Background: an optimization exercise with open tools, aiming at small area, a short achievable clock period and few clock cycles per item. Do not read the settings as production practice.
The RTL was checked by simulation tests, not by an equivalence proof against the original design.

Setup of v38:
## flex_bch
module flex_bch (
    input  wire        clk,
    input  wire        rst,
    input  wire        in_valid,
    output wire        in_ready,
    input  wire        in_op,
    input  wire [31:0] in_word,
    output wire        out_valid,
    input  wire        out_ready,
    output wire [31:0] out_word,
    output wire        out_ok,
    output wire [1:0]  out_nfix
);
Size in the first run: about 1100 cells after synthesis, roughly 74 I/O pins.
clock: 8.0 ns
lec_check: 0
abc_area: 1
cap_margin: 20
core_margin: 2
core_utilization: 40
cts_buf_list: sky130_fd_sc_hd__clkbuf_4 sky130_fd_sc_hd__clkbuf_8
place_density: 0.6
setup_slack_margin: 4.0
slew_margin: 20
standard.sh (not shown) runs the stock make flow with config.mk's settings and CLKGATE_MAP_FILE= SYNTH_SCRIPT=/design/flow/synth_recipe.tcl, a recipe that flattens the netlist after the stock synthesis.
==> flow/flow/run.sh <==
#!/bin/bash
# Layout: the standard flow (ORFS synthesis, floorplan, power grid, place, CTS,
# route) with two changes:
#  - the half/full adder cells and the 3-input XOR/XNOR cells are added to the
#    platform's don't-use list, so Yosys's adder extraction leaves the XOR logic to
#    ABC, which maps it into faster 2-input gates;
#  - the port buffers are buf_2 cells instead of the delay cells buffer_ports picks.
# Registers are untouched: same names and cell types as the standard synthesis.
# ORFS writes each step's log to orfs/logs/; make's output goes to standard.log.
set -euo pipefail
export BUFFER_PORTS_ARGS="-buffer_cell sky130_fd_sc_hd__buf_2"
PLATFORM_DONT_USE=$(make -s -C "$FLOW_HOME" DESIGN_CONFIG="$PWD/config.mk" WORK_HOME="$PWD/orfs_q" print-DONT_USE_CELLS 2>/dev/null | sed -n 's/^DONT_USE_CELLS *: *//p')
rm -rf orfs_q
EXTRA=""
for c in ha_1 ha_2 ha_4 fa_1 fa_2 fa_4 xor3_1 xor3_2 xor3_4 xnor3_1 xnor3_2 xnor3_4; do
  EXTRA="$EXTRA sky130_fd_sc_hd__$c"
done
echo "DONT_USE_CELLS=$PLATFORM_DONT_USE$EXTRA" > dont_use.log
bash standard.sh "DONT_USE_CELLS=$PLATFORM_DONT_USE$EXTRA" finish > standard.log 2>&1
Testbench counts of v38, summed over its fixed seeds: cycles 4,808, items 4,800.
Relative to v38, the following input files were edited for v31:
Settings: changing CORE_UTILIZATION from 40 to 50; changing SETUP_SLACK_MARGIN from 4.0 to 3.7; changing PLACE_DENSITY from 0.6 to 0.7; removing ABC_AREA (formerly 1).
v31 against v38: relative slew slack decreased 11 points; mean instance size in the synthesized netlist increased about 46%; part of the cycle the worst path needs increased 5.1 points; count of inverters other than clock inverters in the layout decreased 93. v31 vs v38: routed via count down by more than a quarter. Area after synthesis delta (v31 − v38): favourable. Comparing largest fanout on the critical path for v38 and v31, the bigger number came from v38.
The inputs of v42 differ from those of v31 as listed below.
Settings: SETUP_SLACK_MARGIN changed from 3.7 to 3.5; PLACE_DENSITY changed from 0.7 to 0.8.
Notes after the runs:
Run comparison: v31 origin of the worst setup path in_word[15]; v42 origin of the worst setup path in_word[6]
Comparing first-pass GRT wire length for v42 and v31, the bigger number came from v42.
Lower fraction of layout cells with a size suffix above 1 goes to v42 over v31.
Looking at sequential share of layout area, v42 sits above v31.
Changes observed in v42 relative to v31: number of non-clock buffers in the layout went down; achievable frequency went down; layout overhead on the synthesized area went down.
Of v42 and v31, the run reporting the lower design area was v42.

== exp/juniper ==
The RTL this note starts from:
==> flow/design.v <==
module gf32_mul (
    input  wire [24:0] a,
    input  wire [4:0]  b,
    output wire [4:0]  y
);
    assign y = (a[4:0]   & {5{b[0]}}) ^ (a[9:5]   & {5{b[1]}}) ^ (a[14:10] & {5{b[2]}}) ^
               (a[19:15] & {5{b[3]}}) ^ (a[24:20] & {5{b[4]}});
endmodule
module gf32_inv (
    input  wire [4:0]  a,
    output reg  [24:0] g,
    output reg  [4:0]  tau
);
    always @* begin
        case (a)
            5'd0: begin g = 25'h0000000; tau = 5'h00; end
            5'd1: begin g = 25'h0FAAD21; tau = 5'h09; end
            5'd2: begin g = 25'h12131BA; tau = 5'h08; end
            5'd3: begin g = 25'h1C2CA04; tau = 5'h1E; end
            5'd4: begin g = 25'h1A8EEA3; tau = 5'h02; end
            5'd5: begin g = 25'h0953770; tau = 5'h16; end
            5'd6: begin g = 25'h0546059; tau = 5'h13; end
            5'd7: begin g = 25'h14D1E43; tau = 5'h04; end
            5'd8: begin g = 25'h0F3782D; tau = 5'h15; end
            5'd9: begin g = 25'h11FF027; tau = 5'h19; end
            5'd10: begin g = 25'h132863B; tau = 5'h11; end
            5'd11: begin g = 25'h17C0555; tau = 5'h03; end
            5'd12: begin g = 25'h04BB8FB; tau = 5'h1A; end
            5'd13: begin g = 25'h17665F1; tau = 5'h1C; end
            5'd14: begin g = 25'h01332E2; tau = 5'h01; end
            5'd15: begin g = 25'h01539BC; tau = 5'h05; end
            5'd16: begin g = 25'h02D72C5; tau = 5'h0E; end
            5'd17: begin g = 25'h1B2094D; tau = 5'h14; end
            5'd18: begin g = 25'h02716B8; tau = 5'h0D; end
            5'd19: begin g = 25'h07C2DD0; tau = 5'h07; end
            5'd20: begin g = 25'h0799326; tau = 5'h0F; end
            5'd21: begin g = 25'h158A645; tau = 5'h10; end
            5'd22: begin g = 25'h147FF5D; tau = 5'h1F; end
            5'd23: begin g = 25'h0B4AB2C; tau = 5'h0C; end
            5'd24: begin g = 25'h0E99B1A; tau = 5'h12; end
            5'd25: begin g = 25'h1240EF6; tau = 5'h1D; end
            5'd26: begin g = 25'h1E3D7E2; tau = 5'h06; end
            5'd27: begin g = 25'h065FE2C; tau = 5'h18; end
            5'd28: begin g = 25'h0B22511; tau = 5'h0A; end
            5'd29: begin g = 25'h10399F4; tau = 5'h17; end
            5'd30: begin g = 25'h1AEE124; tau = 5'h0B; end
            5'd31: begin g = 25'h1E6EC77; tau = 5'h1B; end
            default: begin g = 25'h0; tau = 5'h0; end
        endcase
    end
endmodule
module gf32_log (
    input  wire [4:0]  a,
    output wire [30:0] m
);
    assign m[30] = (a == 5'd1);
    assign m[29] = (a == 5'd2);
    assign m[28] = (a == 5'd4);
    assign m[27] = (a == 5'd8);
    assign m[26] = (a == 5'd16);
    assign m[25] = (a == 5'd5);
    assign m[24] = (a == 5'd10);
    assign m[23] = (a == 5'd20);
    assign m[22] = (a == 5'd13);
    assign m[21] = (a == 5'd26);
    assign m[20] = (a == 5'd17);
    assign m[19] = (a == 5'd7);
    assign m[18] = (a == 5'd14);
    assign m[17] = (a == 5'd28);
    assign m[16] = (a == 5'd29);
    assign m[15] = (a == 5'd31);
    assign m[14] = (a == 5'd27);
    assign m[13] = (a == 5'd19);
    assign m[12] = (a == 5'd3);
    assign m[11] = (a == 5'd6);
    assign m[10] = (a == 5'd12);
    assign m[9] = (a == 5'd24);
    assign m[8] = (a == 5'd21);
    assign m[7] = (a == 5'd15);
    assign m[6] = (a == 5'd30);
    assign m[5] = (a == 5'd25);
    assign m[4] = (a == 5'd23);
    assign m[3] = (a == 5'd11);
    assign m[2] = (a == 5'd22);
    assign m[1] = (a == 5'd9);
    assign m[0] = (a == 5'd18);
endmodule
module flex_bch (
    input  wire        clk,
    input  wire        rst,
    input  wire        in_valid,
    output wire        in_ready,
    input  wire        in_op,
    input  wire [31:0] in_word,
    output wire        out_valid,
    input  wire        out_ready,
    output wire [31:0] out_word,
    output wire        out_ok,
    output wire [1:0]  out_nfix
);
    wire [4:0] s1, s3;
    wire [9:0] e;            
    wire xn31 = in_word[4] ^ in_word[15];
    wire xn32 = in_word[2] ^ in_word[11];
    wire xn33 = in_word[1] ^ in_word[14];
    wire xn34 = in_word[10] ^ in_word[18];
    wire xn35 = in_word[0] ^ in_word[8];
    wire xn36 = in_word[3] ^ in_word[12];
    wire xn37 = in_word[7] ^ in_word[19];
    wire xn38 = in_word[16] ^ in_word[17];
    wire xn39 = in_word[22] ^ in_word[25];
    wire xn40 = in_word[5] ^ in_word[20];
    wire xn41 = in_word[6] ^ in_word[9];
    wire xn42 = xn31 ^ xn32;
    wire xn43 = xn33 ^ xn34;
    wire xn44 = in_word[13] ^ in_word[15];
    wire xn45 = in_word[21] ^ in_word[24];
    wire xn46 = xn35 ^ xn40;
    wire xn47 = in_word[13] ^ in_word[17];
    wire xn48 = in_word[0] ^ in_word[14];
    wire xn49 = in_word[11] ^ in_word[16];
    wire xn50 = xn36 ^ xn37;
    wire xn51 = xn38 ^ xn41;
    wire xn52 = xn36 ^ xn49;
    wire xn53 = xn32 ^ xn44;
    wire xn54 = in_word[23] ^ in_word[26];
    wire xn55 = in_word[8] ^ in_word[16];
    wire xn56 = in_word[13] ^ in_word[14];
    wire xn57 = in_word[9] ^ in_word[20];
    wire xn58 = in_word[10] ^ in_word[12];
    wire xn59 = in_word[27] ^ in_word[28];
    wire xn60 = in_word[7] ^ in_word[27];
    wire xn61 = in_word[6] ^ in_word[23];
    wire xn62 = xn35 ^ xn37;
    wire xn63 = in_word[19] ^ xn41;
    wire xn64 = xn39 ^ xn59;
    wire xn65 = xn33 ^ xn55;
    wire xn66 = xn39 ^ xn61;
    wire xn67 = xn45 ^ xn48;
    wire xn68 = xn31 ^ xn54;
    wire xn69 = xn47 ^ xn58;
    wire xn70 = xn46 ^ xn51;
    wire xn71 = xn42 ^ xn66;
    wire xn72 = xn42 ^ xn43;
    assign s1[0] = ((((in_word[13] ^ in_word[30]) ^ xn31) ^ (xn39 ^ xn40)) ^ (xn50 ^ xn65));
    assign s1[1] = ((((in_word[13] ^ in_word[18]) ^ (in_word[29] ^ in_word[6])) ^ xn42) ^ (xn50 ^ xn67));
    assign s1[2] = ((((in_word[28] ^ in_word[8]) ^ xn34) ^ (xn37 ^ xn38)) ^ xn71);
    assign s1[3] = ((((in_word[15] ^ in_word[22]) ^ (in_word[3] ^ in_word[5])) ^ (xn45 ^ xn60)) ^ (xn43 ^ xn51));
    assign s1[4] = ((((in_word[21] ^ in_word[2]) ^ xn56) ^ xn68) ^ xn70);
    assign s3[0] = ((((in_word[12] ^ in_word[25]) ^ (in_word[30] ^ in_word[6])) ^ (xn38 ^ xn45)) ^ xn72);
    assign s3[1] = ((((in_word[26] ^ in_word[4]) ^ xn57) ^ xn52) ^ (xn64 ^ xn67));
    assign s3[2] = ((((in_word[0] ^ in_word[18]) ^ (in_word[26] ^ in_word[5])) ^ (xn38 ^ xn39)) ^ (xn50 ^ xn53));
    assign s3[3] = ((((in_word[1] ^ in_word[21]) ^ (in_word[29] ^ in_word[5])) ^ xn64) ^ (xn68 ^ xn69));
    assign s3[4] = (((xn33 ^ xn60) ^ xn46) ^ xn71);
    assign e[0] = (xn69 ^ ((in_word[20] ^ xn37) ^ xn42));
    assign e[1] = (xn63 ^ (xn43 ^ xn52));
    assign e[2] = (xn53 ^ ((in_word[9] ^ (in_word[17] ^ in_word[5])) ^ (xn34 ^ xn35)));
    assign e[3] = (xn65 ^ ((in_word[19] ^ xn57) ^ xn53));
    assign e[4] = (xn62 ^ ((in_word[12] ^ xn44) ^ xn43));
    assign e[5] = (xn63 ^ (((in_word[20] ^ in_word[2]) ^ xn31) ^ (xn34 ^ xn48)));
    assign e[6] = (((in_word[9] ^ (in_word[7] ^ in_word[8])) ^ (xn36 ^ xn40)) ^ xn72);
    assign e[7] = (((in_word[4] ^ (in_word[10] ^ in_word[3])) ^ (xn32 ^ xn33)) ^ ((xn41 ^ xn47) ^ xn62));
    assign e[8] = ((((in_word[19] ^ in_word[1]) ^ xn31) ^ (in_word[3] ^ (in_word[11] ^ in_word[18]))) ^ xn70);
    assign e[9] = (xn52 ^ ((in_word[18] ^ xn56) ^ xn46));
    wire [9:0] d_hi = in_op ? {e[0], e[1], e[2], e[3], e[4], e[5], e[6], e[7], e[8], e[9]}
                            : in_word[30:21];
    reg        full;
    reg [30:0] word;
    assign in_ready  = !full || out_ready;
    assign out_valid = full;
    always @(posedge clk) begin
        if (rst)
            full <= 1'b0;
        else if (in_ready)
            full <= in_valid;
    end
    wire [24:0] g;
    wire [4:0]  tau;
    gf32_inv u_tab (.a(s1), .g(g), .tau(tau));
    wire [4:0] pa, pb;
    gf32_mul u_pa (.a({10'd0, g[14:0]}), .b({2'b00, s3[2:0]}), .y(pa));
    gf32_mul u_pb (.a({g[24:15], 15'd0}), .b({s3[4:3], 3'b000}), .y(pb));
    wire d_ta = ~^(tau[2:0] & s3[2:0]);
    wire d_tb = ^(tau[4:3] & s3[4:3]);
    reg       b31, op, remz, ta, tb;
    reg [4:0] ra, rb, rc;
    always @(posedge clk) begin
        if (in_ready) begin
            b31  <= in_word[31];
            op   <= in_op;
            remz <= (s1 == 5'd0 && s3 == 5'd0);
            ta   <= d_ta;
            tb   <= d_tb;
            word <= {d_hi, in_word[20:0]};
            ra   <= pa;
            rb   <= pb;
            rc   <= pb ^ s1;
        end
    end
    wire fix = !op && !(ta ^ tb);
    wire ok  = op || remz || fix;
    wire [4:0] r1 = ra ^ rc, r2 = ra ^ rb;
    wire b31_out = b31 && !ok;
    wire [30:0] m1, m2;
    gf32_log u_m1 (.a(r1), .m(m1));
    gf32_log u_m2 (.a(r2), .m(m2));
    assign out_word = {b31_out, word ^ ((m1 | m2) & {31{fix}})};
    assign out_ok   = ok;
    assign out_nfix = {fix && r1 != 5'd0, fix && r1 == 5'd0};
endmodule
export LEC_CHECK = 0
export CAP_MARGIN = 20
export CORE_MARGIN = 2
export CORE_UTILIZATION = 40
export CTS_BUF_LIST = sky130_fd_sc_hd__clkbuf_4 sky130_fd_sc_hd__clkbuf_8
export PLACE_DENSITY = 0.6
export SETUP_SLACK_MARGIN = 3.8
export SLEW_MARGIN = 20
create_clock -name core_clock -period 8.0 [get_ports {clk}]
Scripts as last shown in full above: flow/flow/run.sh
Testbench counts of exp/juniper, summed over its fixed seeds: cycles 4,808, items 4,800.
Inputs modified between exp/juniper and exp/nickel:
# exp/juniper
export LEC_CHECK = 0
export CAP_MARGIN = 20
export CORE_MARGIN = 2
export CORE_UTILIZATION = 40
export CTS_BUF_LIST = sky130_fd_sc_hd__clkbuf_4 sky130_fd_sc_hd__clkbuf_8
export PLACE_DENSITY = 0.6
export SETUP_SLACK_MARGIN = 3.8
export SLEW_MARGIN = 20
create_clock -name core_clock -period 8.0 [get_ports {clk}]
# exp/nickel
export LEC_CHECK = 0
export CAP_MARGIN = 20
export CORE_MARGIN = 2
export CORE_UTILIZATION = 65
export PLACE_DENSITY = 0.8
export SETUP_SLACK_MARGIN = 3.5
export SLEW_MARGIN = 20
create_clock -name core_clock -period 8.0 [get_ports {clk}]
==> flow/run.sh (new file) <==
#!/bin/bash
# synth_recipe.tcl (not shown) runs the flow's synth.tcl, then flattens the netlist and writes it again
# the make line also repeats each setting of config.mk as NAME=value (left out here)
make -C /OpenROAD-flow-scripts/flow DESIGN_CONFIG=/design/flow/config.mk WORK_HOME=/design/flow/orfs CLKGATE_MAP_FILE= SYNTH_SCRIPT=/design/flow/synth_recipe.tcl finish
removed: flow/flow/run.sh
removed: flow/standard.sh
## What came out
As the logs show, exp/nickel stopped at 5_1_grt after a tool error, so it never reached the end of the flow. exp/nickel: x dimension of the die lower than exp/juniper. Adder-cell area share of the yosys netlist ends up lower on exp/juniper. exp/nickel -> exp/juniper: number of enable-type register cells in the synthesized netlist delta 0, exact match. Delta(placement-stage cell area, exp/nickel - exp/juniper) > 0. The number of placed instances, taps included reported for exp/nickel is smaller than that of exp/juniper by 50. Taking exp/juniper as the reference, in exp/nickel mean post-synth cell area rose 0.15 um2, post-synthesis share of cell area spent on xor and xnor gates fell 1.0 points.
What exp/harbor does differently from exp/nickel at the input level:
# exp/nickel
export LEC_CHECK = 0
export CAP_MARGIN = 20
export CORE_MARGIN = 2
export CORE_UTILIZATION = 65
export PLACE_DENSITY = 0.8
export SETUP_SLACK_MARGIN = 3.5
export SLEW_MARGIN = 20
create_clock -name core_clock -period 8.0 [get_ports {clk}]
# exp/harbor
export LEC_CHECK = 0
export CAP_MARGIN = 20
export CORE_MARGIN = 2
export CORE_UTILIZATION = 40
export PLACE_DENSITY = 0.6
export SETUP_SLACK_MARGIN = 3.0
export SLEW_MARGIN = 20
create_clock -name core_clock -period 8.0 [get_ports {clk}]
--- outcome ---
exp/harbor went all the way through synthesis, placement and routing and the layout is clean on timing, DRC and antenna.
Looking at number of cells in the design after placement, exp/harbor sits about 10% above exp/nickel.
Share of synthesized area occupied by flip-flops and latches: exp/nickel vs exp/harbor identical
Post-cts hold buffer count: exp/harbor vs exp/nickel, no meaningful difference
Measured against each other, exp/harbor and exp/nickel differ in placed wire-length estimate after detailed placement, the higher figure coming from exp/nickel.
The lower floorplan die height came out of exp/nickel.
exp/harbor against exp/nickel: adder-cell share of the synthesized area comparable; effective utilization at floorplan now smaller; number of rows in the core area now larger.
exp/nickel → exp/harbor: mapped cell area roughly the same; pre-CTS worst setup slack lost 0.47 ns; post-detailed-placement cell area now sits at about the same level.

port drivers added, routing unchanged:
In the flow no input, the clock included, has a driving cell. The finished layouts below were timed again as built, in two steps.
Step 1 (the two cells are an assumption about what drives the block):
set clk [get_ports {clk}]
set_driving_cell -lib_cell sky130_fd_sc_hd__clkbuf_16 $clk
set_driving_cell -lib_cell sky130_fd_sc_hd__buf_2 [delete_from_list [all_inputs] $clk]
Step 2, shift: input delay + t, output delay - t, t = (earliest + latest rising clock arrival at the registers) / 2. This alone moves slack from input paths to output paths.
Three values: no drivers, after step 1, after step 2; two values: the first two.
| run | t, ns | setup slack, ns | worst register clock-pin slew, ns | worst data-port slew with drivers (ns) | pins driven straight from the clock port |
|---|---|---|---|---|---|
| v38 | 0.349 | 4.095 / 4.098 / 3.763 | 0.10 / 0.10 | 0.05 | 1 |
| v31 | 0.327 | 3.687 / 3.692 / 3.366 | 0.09 / 0.09 | 0.04 | 1 |
| v42 | 0.333 | 3.491 / 3.498 / 3.165 | 0.10 / 0.10 | 0.04 | 1 |
| exp/juniper | 0.331 | 3.779 / 3.791 / 3.460 | 0.08 / 0.08 | 0.04 | 1 |
| exp/harbor | 0.330 | 3.023 / 3.039 / 2.709 | 0.07 / 0.07 | 0.04 | 1 |
After both steps every run listed still meets setup and hold. For v38, which loses most, drivers alone change the setup slack by +0.003 ns; drivers and shift together by -0.332 ns.
